This design comes from an exercise in tuning for small area, a short achievable clock period and few clock cycles per item on the open sky130 flow, not from production work.
Function was checked by simulation only, so behaviour that the tests miss may differ from the original.
Power figures rest on the tool's default switching activity, not on a simulated workload.

Design lfcore, start of the top module:
module lfcore (
    input  wire         clk,
    input  wire         rst,
    input  wire         cmd_valid,
    input  wire [31:0]  cmd,
    output wire         cmd_ready,
    output reg          rsp_valid,
    output wire [31:0]  result,
    output reg          cmd_err,
    output wire [127:0] frame_out,
    output reg          frame_valid,
    output wire [127:0] dc_out,
    output reg          dc_write,
    output wire         sleep_req,
    output wire [31:0]  now_ms
);
    localparam K_TICK = 0, K_REFRESH = 1, K_MEDGE = 2, K_BEDGE = 3, K_POLL = 4,
               K_RESET = 5, K_STATUS = 6, K_GSTART = 7, K_GSTOP = 8,
               K_GISRUN = 9, K_GSTEP = 10, K_ZON = 11, K_ZOFF = 12,
               K_ZRUN = 13, K_MTICK = 14, K_BCONS = 15, K_SCHED = 16;
    localparam [1:0] M_STOPPED  = 2'd0;
    localparam [1:0] M_RUNNING  = 2'd1;
    localparam [1:0] M_STOPPING = 2'd2;
    localparam [1:0] S_IDLE    = 2'd0;
    localparam [1:0] S_FADEIN  = 2'd1;
    localparam [1:0] S_STEADY  = 2'd2;
    localparam [1:0] S_FADEOUT = 2'd3;
    reg [31:0] now;
    reg        inMotion;
    localparam [8:0]  T9   = 9'd272;       
    localparam [9:0]  T10  = 10'd576;      
    localparam [13:0] T14  = 14'd14338;    
    localparam [8:0]  FT_END = 9'd196;     
    localparam [13:0] MT_END = 14'd1470;   
    localparam [9:0]  LT_END = 10'd940;    
    localparam [9:0]  LT_49  = 10'd647;    
    localparam [9:0]  P499 = 10'd502, P599 = 10'd958, P699 = 10'd370,
                      P899 = 10'd188, P999 = 10'd982;
    reg [13:0] mt;             
    reg        lastLevel;
    reg        depressed;
    reg [9:0]  lt;             
    reg        sdone;
    reg [1:0]  pc;             
    reg        full;           
    reg        lockout;
    reg [1:0]  sched;
    reg [8:0]  ft;             
    reg        asleep;
    reg [23:0] zc;
    reg [3:0]  zt;
    reg [23:0] zf;
    reg [63:0] zd;
    reg [67:0] zq;             
    reg [1:0]  g0m;
    reg        g0dn;
    reg [5:0]  pq;
    reg [8:0]  pr;
    reg        g1r, g2r;
    reg [9:0]  ga1, ga2;       
  ...
For scale: ~380 flip-flops, ~360 I/O pins, ~20,000 µm² of cells after synthesis.
clock: 12.0 ns
lec_check: 0
cap_margin: 20
core_margin: 2
core_utilization: 50
slew_margin: 20
standard.sh (not shown) runs the stock make flow with config.mk's settings and CLKGATE_MAP_FILE= SYNTH_SCRIPT=/design/flow/synth_recipe.tcl, a recipe that flattens the netlist after the stock synthesis.
==> flow/flow/run.sh <==
#!/bin/bash
# The standard layout (standard.sh) with three changes to how the
# layout is made:
#  - sky130_fd_sc_hd__buf_2 as the port buffer cell (every input and
#    output port still gets its own buffer);
#  - constant outputs keep the synthesis's shared tie cells (no per-port
#    tie copies); repair_design buffers those nets as needed;
#  - clock tree synthesis without dummy loads, with sink clusters of up
#    to 24 flip-flops (120 um), for fewer clock buffers.
# The make output goes to standard.log in this folder.
export BUFFER_PORTS_ARGS="-buffer_cell sky130_fd_sc_hd__buf_2"
export SKIP_REPAIR_TIE_FANOUT=1
export CTS_ARGS="-sink_clustering_enable -sink_clustering_size 24 -sink_clustering_max_diameter 120 -repair_clock_nets -dont_use_dummy_load"
bash standard.sh > standard.log 2>&1
Testbench counts at the start, summed over its fixed seeds: cycles 472,464, ops 472,456.
Change:
--- a/flow/design.v
+++ b/flow/design.v
@@ -115,25 +115,22 @@
     assign s_oh[K_GSTEP]   = s_hi[1] & s_lo[3];
     assign s_oh[K_ZON]     = s_hi[2] & s_lo[0];
     assign s_oh[K_ZOFF]    = s_hi[2] & s_lo[1];
     assign s_oh[K_ZRUN]    = s_hi[2] & s_lo[2];
     assign s_oh[K_MTICK]   = s_hi[3] & s_lo[0];
     assign s_oh[K_BCONS]   = s_hi[4] & s_lo[0];
     assign s_oh[K_SCHED]   = s_hi[5] & s_lo[0];
-    reg [4:0]  s_fl;           
+    reg        s_za;           
+    reg        s_zh;           
+    reg        s_zl;           
     reg [1:0]  s_idx;
     reg [15:0] s_imm;
     assign cmd_ready = rdy;
     wire [7:0] c_op  = cmd[31:24];
     wire [7:0] c_idx = cmd[23:16];
-    wire       c_z23  = (cmd[23:1] == 23'd0);
-    wire       c_imm0 = (cmd[15:0] == 16'd0);
-    wire       c_zi   = (c_idx[7:2] == 6'd0);
-    wire [4:0] c_fl = {c_z23 && !cmd[0], c_z23, c_imm0 && c_zi && (c_idx[1:0] != 2'd3),
-                       c_zi, c_imm0 && c_zi};
     wire [5:0] c_hi;
     wire [7:0] c_lo;
     genvar gk;
     generate
         for (gk = 0; gk < 6; gk = gk + 1) begin : g_hi
             assign c_hi[gk] = (c_op[7:4] == gk);
         end
@@ -166,14 +163,19 @@
     wire s_hold = s_v && s_wait;
     wire w_on   = s_hold && s_oh[K_TICK];
     wire w_need = zact[0] && (!zoh[0] || z0slow);
     wire w_step = w_on && !zrot && s_fl[4] && (!zfirst || w_need);
     wire w_rot  = zrot;
     wire w_zop  = s_hold && !zrot && (zoh[s_idx]);
     wire [5:0] lvl0 = zc[5:0];
+    wire s_imm1 = s_zh && s_zl;
+    wire s_imm0 = s_imm1 && !s_imm[0];
+    wire s_idx0 = s_za && (s_idx == 2'd0);
+    wire [4:0] s_fl = {s_idx0 && s_imm0, s_idx0 && s_imm1,
+                       s_za && (s_idx != 2'd3) && s_imm0, s_za, s_za && s_imm0};
     wire v_tick    = s_oh[K_TICK]    & s_fl[4] & ~s_wait;
     wire v_refresh = s_oh[K_REFRESH] & s_fl[4];
     wire v_medge   = s_oh[K_MEDGE]   & s_fl[4];
     wire v_bedge   = s_oh[K_BEDGE]   & s_fl[3];
     wire v_poll    = s_oh[K_POLL]    & s_fl[4];
     wire v_reset   = s_oh[K_RESET]   & s_fl[4] & ~s_wait;
     wire v_status  = s_oh[K_STATUS]  & s_fl[4];
@@ -268,15 +270,17 @@
             s_hi   <= 6'd0;
         end else if (!s_hold) begin
             s_hi   <= (rdy && cmd_valid) ? c_hi : 6'd0;
         end
         if (!s_hold) begin
             s_wait <= c_slow;
             s_lo   <= c_lo;
-            s_fl   <= c_fl;
+            s_za   <= (c_idx[7:2] == 6'd0);
+            s_zh   <= (cmd[15:8] == 8'd0);
+            s_zl   <= (cmd[7:1] == 7'd0);
             s_idx  <= c_idx[1:0];
             s_imm  <= cmd[15:0];
             zoh    <= 4'b0001;
             zfirst <= 1'b1;
             zrot   <= 1'b0;
         end else if (s_oh[K_RESET]) begin
             s_wait <= 1'b0;
After rerunning:
- The new run finished clean
- power rose by 0.39%
- synthesized area hardly moves
- die area hardly moves
- clock power stays flat
- hold slack gains 0.0039 ns
- non-clock buffer count is lower by 1
- clock skew rises by 0.015 ns
Testbench counts after the change, summed over its fixed seeds: cycles 472,464, ops 472,456.

* * *

Another version of the RTL of lfcore (not shown whole).
Size in the first run: ~380 flip-flops, ~360 I/O pins, ~20,000 um^2 of cells after synthesis.
export LEC_CHECK = 0
export CAP_MARGIN = 20
export CORE_MARGIN = 2
export CORE_UTILIZATION = 40
export SLEW_MARGIN = 20
create_clock -name core_clock -period 12.0 [get_ports {clk}]
==> flow/flow/run.sh <==
#!/bin/bash
# The standard layout (standard.sh) with three changes to how the
# layout is made:
#  - sky130_fd_sc_hd__buf_2 as the port buffer cell (every input and
#    output port still gets its own buffer);
#  - constant outputs keep the synthesis's shared tie cells (no per-port
#    tie copies); repair_design buffers those nets as needed;
#  - clock tree synthesis without dummy loads.
# The make output goes to standard.log in this folder.
export BUFFER_PORTS_ARGS="-buffer_cell sky130_fd_sc_hd__buf_2"
export SKIP_REPAIR_TIE_FANOUT=1
export CTS_ARGS="-sink_clustering_enable -repair_clock_nets -dont_use_dummy_load"
bash standard.sh > standard.log 2>&1
Testbench counts at the start, summed over its fixed seeds: cycles 472,464, ops 472,456.
==> next run, changes <==
--- a/flow/design.v
+++ b/flow/design.v
@@ -113,41 +113,36 @@
     assign s_oh[K_GSTOP]   = s_hi[1] & s_lo[1];
     assign s_oh[K_GISRUN]  = s_hi[1] & s_lo[2];
     assign s_oh[K_GSTEP]   = s_hi[1] & s_lo[3];
     assign s_oh[K_ZON]     = s_hi[2] & s_lo[0];
     assign s_oh[K_ZOFF]    = s_hi[2] & s_lo[1];
     assign s_oh[K_ZRUN]    = s_hi[2] & s_lo[2];
     assign s_oh[K_MTICK]   = s_hi[3] & s_lo[0];
     assign s_oh[K_BCONS]   = s_hi[4] & s_lo[0];
     assign s_oh[K_SCHED]   = s_hi[5] & s_lo[0];
-    reg [4:0]  s_fl;
+    reg        s_za;           
+    reg        s_z1;           
     reg [1:0]  s_idx;
     reg [15:0] s_imm;
     assign cmd_ready = rdy;
     wire [7:0] c_op  = cmd[31:24];
     wire [7:0] c_idx = cmd[23:16];
-    wire       c_z24 = (cmd[23:0] == 24'd0);
-    wire       c_z23 = (cmd[23:1] == 23'd0);
-    wire       c_imm0 = (cmd[15:0] == 16'd0);
-    wire       c_gi  = (c_idx[7:2] == 6'd0) && (c_idx[1:0] != 2'd3);
-    wire       c_zi  = (c_idx[7:2] == 6'd0);
     wire [5:0] c_hi;
     wire [7:0] c_lo;
     genvar gk;
     generate
         for (gk = 0; gk < 6; gk = gk + 1) begin : g_hi
             assign c_hi[gk] = (c_op[7:4] == gk);
         end
         for (gk = 0; gk < 8; gk = gk + 1) begin : g_lo
             assign c_lo[gk] = (c_op[3:0] == gk);
         end
     endgenerate
-    wire [4:0] c_fl = {c_z24, c_z23, c_imm0 && c_gi, c_zi, c_imm0 && c_zi};
     wire [15:0] zd0 = zd[15:0];
     wire [3:0]  zact;
     genvar gz;
     generate for (gz = 0; gz < 4; gz = gz + 1) begin : g_act
         assign zact[gz] = (zc[6*gz +: 6] != {6{zt[gz]}});
     end endgenerate
     wire z0slow = (zd0[15:6] == 10'd0);
     wire [3:0] zser = {zact[3:1], zact[0] & z0slow};
     wire c_slow = ((c_op == 8'h01) && (zser != 4'd0)) ||
@@ -155,28 +150,33 @@
                   (c_op == 8'h06);
     wire       go = s_v && !s_wait;
     reg [3:0]  zoh;            
     reg        zfirst;         
     reg        zrot;           
     wire [16:0] e_rn;
     wire [5:0]  e_cn;
     wire        e_more;
     lfcore_div u_step (
-        .first(zfirst | ~s_wait), .diff(zf[5:0]), .tgt(zt[0]), .d(zd0),
+        .first(zfirst), .diff(zf[5:0]), .tgt(zt[0]), .d(zd0),
         .u(zq[16:0]), .c(zc[5:0]), .u_n(e_rn), .c_n(e_cn), .more(e_more)
     );
     wire s_hold = s_v && s_wait;
     wire w_on   = s_hold && s_oh[K_TICK];
     wire w_need = zact[0] && (!zoh[0] || z0slow);
     wire w_step = w_on && !zrot && s_fl[4] && (!zfirst || w_need);
     wire w_rot  = zrot;
     wire w_zop  = s_hold && !zrot && (zoh[s_idx]);
     wire [5:0] lvl0 = zc[5:0];
+    wire s_imm1 = s_z1;
+    wire s_imm0 = s_imm1 && !s_imm[0];
+    wire s_idx0 = s_za && (s_idx == 2'd0);
+    wire [4:0] s_fl = {s_idx0 && s_imm0, s_idx0 && s_imm1,
+                       s_za && (s_idx != 2'd3) && s_imm0, s_za, s_za && s_imm0};
     wire v_tick    = s_oh[K_TICK]    & s_fl[4] & ~s_wait;
     wire v_refresh = s_oh[K_REFRESH] & s_fl[4];
     wire v_medge   = s_oh[K_MEDGE]   & s_fl[4];
     wire v_bedge   = s_oh[K_BEDGE]   & s_fl[3];
     wire v_poll    = s_oh[K_POLL]    & s_fl[4];
     wire v_reset   = s_oh[K_RESET]   & s_fl[4] & ~s_wait;
     wire v_status  = s_oh[K_STATUS]  & s_fl[4];
     wire v_gstart  = s_oh[K_GSTART]  & s_fl[2];
     wire v_gstop   = s_oh[K_GSTOP]   & s_fl[2];
@@ -267,19 +267,20 @@
     always @(posedge clk) begin
         if (rst) begin
             s_hi   <= 6'd0;
         end else if (!s_hold) begin
             s_hi   <= (rdy && cmd_valid) ? c_hi : 6'd0;
         end
         if (!s_hold) begin
             s_wait <= c_slow;
             s_lo   <= c_lo;
-            s_fl   <= c_fl;
+            s_za   <= (c_idx[7:2] == 6'd0);
+            s_z1   <= (cmd[15:1] == 15'd0);
             s_idx  <= c_idx[1:0];
             s_imm  <= cmd[15:0];
             zoh    <= 4'b0001;
             zfirst <= 1'b1;
             zrot   <= 1'b0;
         end else if (s_oh[K_RESET]) begin
             s_wait <= 1'b0;
         end else if (zrot) begin
             zrot   <= 1'b0;
The new run finished clean.
Count of clock-buffer cells in the layout does not change.
Worst setup slack is worse by 190 ps.
Wire length rose by 5.7%.
Cell count rose by 1.2%.
Area after synthesis stays flat.
Critical path depth fell by 6.
Clock power is about the same.
Sequential power stays flat.
Power barely changes.
Die area is about the same.
Via count rose by 2.6%.
Utilization rose by 0.11 points.
Global-route usage rose by 1.0 points.
Testbench counts after the change, summed over its fixed seeds: cycles 472,464, ops 472,456.

* * *

Another version of the RTL of lfcore (not shown whole).
Size: ~2,100 cells after synthesis, roughly 360 I/O pins, about 20,000 sq um of cells after synthesis.
==> flow/config.mk <==
export PLATFORM = sky130hd
export DESIGN_NAME = lfcore
export DESIGN_NICKNAME = lfcore
export VERILOG_FILES = /design/flow/design.v
export SDC_FILE = /design/flow/constraint.sdc
export NUM_CORES = 4
export LEC_CHECK = 0
export CAP_MARGIN = 20
export CORE_MARGIN = 2
export CORE_UTILIZATION = 40
export SLEW_MARGIN = 20
==> flow/constraint.sdc <==
create_clock -name core_clock -period 12.0 [get_ports {clk}]
set_input_delay 2.4000 -clock core_clock [delete_from_list [all_inputs] [get_ports {clk}]]
set_output_delay 2.4000 -clock core_clock [all_outputs]
set_load 0.01 [all_outputs]
==> flow/flow/run.sh <==
#!/bin/bash
# The standard layout (standard.sh) with three changes to how the
# layout is made:
#  - sky130_fd_sc_hd__buf_2 as the port buffer cell (every input and
#    output port still gets its own buffer);
#  - constant outputs keep the synthesis's shared tie cells (no per-port
#    tie copies); repair_design buffers those nets as needed;
#  - clock tree synthesis without dummy loads, with sink clusters of up
#    to 24 flip-flops (120 um), for fewer clock buffers.
# The make output goes to standard.log in this folder.
export BUFFER_PORTS_ARGS="-buffer_cell sky130_fd_sc_hd__buf_2"
export SKIP_REPAIR_TIE_FANOUT=1
export CTS_ARGS="-sink_clustering_enable -sink_clustering_size 24 -sink_clustering_max_diameter 120 -repair_clock_nets -dont_use_dummy_load"
bash standard.sh > standard.log 2>&1
Testbench counts at the start, summed over its fixed seeds: cycles 472,464, ops 472,456.
Next try:
--- a/flow/design.v
+++ b/flow/design.v
@@ -133,23 +133,23 @@
         for (gk = 0; gk < 6; gk = gk + 1) begin : g_hi
             assign c_hi[gk] = (c_op[7:4] == gk);
         end
         for (gk = 0; gk < 8; gk = gk + 1) begin : g_lo
             assign c_lo[gk] = (c_op[3:0] == gk);
         end
     endgenerate
     wire [15:0] zd0 = zd[15:0];
     wire [3:0]  zact;
     genvar gz;
     generate for (gz = 0; gz < 4; gz = gz + 1) begin : g_act
-        assign zact[gz] = (zf[6*gz +: 6] != 6'd0);
+        assign zact[gz] = (zc[6*gz +: 6] != {6{zt[gz]}});
     end endgenerate
     wire z0slow = (zd0[15:6] == 10'd0);
     wire [3:0] zser = {zact[3:1], zact[0] & z0slow};
     wire c_slow = ((c_op == 8'h01) && (zser != 4'd0)) ||
                   (c_op == 8'h20) || (c_op == 8'h21) || (c_op == 8'h22) ||
                   (c_op == 8'h06);
     wire       go = s_v && !s_wait;
     reg [3:0]  zoh;            
     reg        zfirst;         
     reg        zrot;           
     wire [16:0] e_rn;
@@ -228,25 +228,25 @@
                           g0_stopr ? (pq0 ? M_STOPPED : M_STOPPING) : g0m;
     wire [1:0] g0m_n    = (step0 && g0_end && !start0) ? M_STOPPED : g0m_a;
     wire       g1r_a  = start1 || (!stop1 && g1r);
     wire       g2r_a  = start2 || (!stop2 && g2r);
     wire       g1_clr = start1 || stop1;
     wire       g2_clr = start2 || stop2;
     wire       g1_on  = g1r_a && (g1_clr || go1);
     wire       g2_on  = g2r_a && !g2_clr && go2;
     wire sleep_ok = (sched_n == S_IDLE) && !im2 && !depressed &&
                     (do_btn || (pc == 2'd0)) && (g0m_a != M_STOPPING);
     wire zs_T    = a_on;                  
-    wire z0set_s = a_on || a_off;
+    wire z0set_s = (a_on || a_off) && !((lvl0 == {6{zs_T}}) && (zt[0] == zs_T));
     wire zop_T    = s_oh[K_ZON];
-    wire zop_do   = w_zop && (v_zon | v_zoff);
+    wire zop_do   = w_zop && (v_zon | v_zoff) && !((lvl0 == {6{zop_T}}) && (zt[0] == zop_T));
     wire zrun_do  = w_zop && v_zrun;
     wire        up_c    = (pr >= 9'd437);            
     wire [8:0]  pr_up   = up_c ? pr - 9'd437 : pr + 9'd63;
     wire        dn_c    = (pr < 9'd63);              
     wire [8:0]  pr_dn   = dn_c ? pr + 9'd437 : pr - 9'd63;
     wire [5:0]  pq_inc  = pq + 6'd1;
     wire [5:0]  pq_dec  = pq - 6'd1;
     always @(posedge clk) begin
         if (rst) begin
             rdy         <= 1'b1;
             s_v         <= 1'b0;
@@ -368,77 +368,61 @@
                 if (btn_short) full <= ~full;
                 if (btn_long)  lockout <= ~lockout;
             end
             if (v_tick) begin
                 if (!ft0) ft <= {ft[7:0], ^(ft & T9)};
             end else if (do_sched) begin
                 sched <= sched_n;
                 if (a_on || a_off) ft <= 9'd1;
             end
         end
     end
-    wire z0_tick = v_tick && !z0slow;
+    wire z0_tick = v_tick && zact[0] && !z0slow;
     wire z0_step = w_step || z0_tick;
-    wire e_settle = e_more && (zt[0] ? (zc[5:0] == 6'd62) : (zc[5:0] == 6'd1));
     generate for (gz = 0; gz < 4; gz = gz + 1) begin : g_zone
         localparam integer gn = (gz + 1) % 4;
         always @(posedge clk) begin
             if (rs) begin
                 zc[6*gz +: 6] <= 6'd0;
                 zt[gz]        <= 1'b0;
-                zf[6*gz +: 6] <= 6'd0;
             end else if (w_rot) begin
                 zc[6*gz +: 6] <= zc[6*gn +: 6];
                 zt[gz]        <= zt[gn];
-                zf[6*gz +: 6] <= zf[6*gn +: 6];
             end else if (gz == 0) begin
                 if (zop_do) begin
                     zt[0] <= zop_T;
-                    if (s_imm == 16'd0) begin
+                    if (s_imm == 16'd0)
                         zc[5:0] <= {6{zop_T}};
-                        zf[5:0] <= 6'd0;
-                    end else begin
-                        zf[5:0] <= zop_T ? ~lvl0 : lvl0;
-                    end
                 end else if (z0set_s) begin
-                    zt[0]   <= zs_T;
-                    zf[5:0] <= zs_T ? ~lvl0 : lvl0;
+                    zt[0] <= zs_T;
                 end else if (z0_step) begin
                     zc[5:0] <= e_cn;
-                    if (e_settle)
-                        zf[5:0] <= 6'd0;
                 end
             end
         end
-        if (gz == 0) begin : g_s0
-            always @(posedge clk) begin
-                if (rs) begin
-                    zq[16:0] <= 17'd1;
-                end else if (w_rot) begin
-                    zd[15:0] <= zd[31:16];
-                    zq[16:0] <= zq[33:17];
-                end else if (zop_do) begin
-                    zd[15:0] <= s_imm;
-                    zq[16:0] <= {1'b0, s_imm};
+        always @(posedge clk) begin
+            if (w_rot) begin
+                zf[6*gz +: 6]   <= zf[6*gn +: 6];
+                zd[16*gz +: 16] <= zd[16*gn +: 16];
+                zq[17*gz +: 17] <= zq[17*gn +: 17];
+            end else if (gz == 0) begin
+                if (zop_do) begin
+                    zf[5:0]   <= zop_T ? ~lvl0 : lvl0;
+                    zd[15:0]  <= s_imm;
+                    zq[16:0]  <= {1'b0, s_imm};
                 end else if (z0set_s) begin
-                    zd[15:0] <= 16'd500;
-                    zq[16:0] <= 17'd500;
+                    zf[5:0]   <= zs_T ? ~lvl0 : lvl0;
+                    zd[15:0]  <= 16'd500;
+                    zq[16:0]  <= 17'd500;
                 end else if (z0_step) begin
-                    zq[16:0] <= e_rn;
-                end
-            end
-        end else begin : g_sk
-            always @(posedge clk) begin
-                if (w_rot) begin
-                    zd[16*gz +: 16] <= zd[16*gn +: 16];
-                    zq[17*gz +: 17] <= zq[17*gn +: 17];
+                    zq[16:0]  <= e_rn;
                 end
             end
         end
     end endgenerate
     always @(posedge clk) begin
         if (rs)
             fz <= 6'd0;
         else if (do_run || (zrun_do && (s_idx == 2'd0)))
             fz <= lvl0;
     end
     always @(posedge clk) begin
What happened: The changed run produced a clean layout. Clock skew is about the same. Clock-buffer cell count is unchanged. Final cell count went down slightly. Hold slack is better by 22 ps. Synthesized area increases slightly. Sequential share of layout area is higher by 1.4 points. Fmax decreases by roughly a tenth. Register-to-register slack loses 420 ps.
Testbench counts after the change, summed over its fixed seeds: cycles 472,464, ops 472,456.

[what the ideal ports hide]
In the flow no input, the clock included, has a driving cell. The finished layouts below were timed again as built, in two steps.
Step 1, drivers: a clkbuf_16 drives clk and a buf_2 each remaining input, both assumed.
Step 2 moves the port delays by t, midway between the first and last clock arrival at a register: inputs arrive t later, outputs are due t later. That takes back most of the time a late clock gives input paths.
Three values: ideal ports, drivers, drivers and shift; two values: the first two.
| run | t, ns | setup WS [ns] | clock arrival spread, ns | worst register clock-pin slew, ns | pins driven straight from the clock port |
|---|---|---|---|---|---|
| the first run of note 1 | 0.577 | 8.016 / 8.049 / 7.472 | 0.031 / 0.032 | 0.11 / 0.11 | 1 |
| the second run of note 1 | 0.581 | 7.875 / 7.875 / 7.875 | 0.046 / 0.046 | 0.11 / 0.11 | 1 |
| the first run of note 2 | 0.605 | 7.946 / 7.946 / 7.640 | 0.049 / 0.049 | 0.06 / 0.06 | 1 |
| the second run of note 2 | 0.603 | 7.752 / 7.752 / 7.752 | 0.097 / 0.097 | 0.06 / 0.06 | 1 |
| the first run of note 3 | 0.587 | 8.140 / 8.140 / 8.140 | 0.053 / 0.053 | 0.11 / 0.11 | 1 |
| the second run of note 3 | 0.581 | 7.724 / 7.724 / 7.724 | 0.053 / 0.054 | 0.11 / 0.11 | 1 |
After both steps every run listed still meets setup and hold. The setup slack of the first run of note 1, which loses most, moves by +0.033 ns with the drivers and by -0.544 ns with both steps.
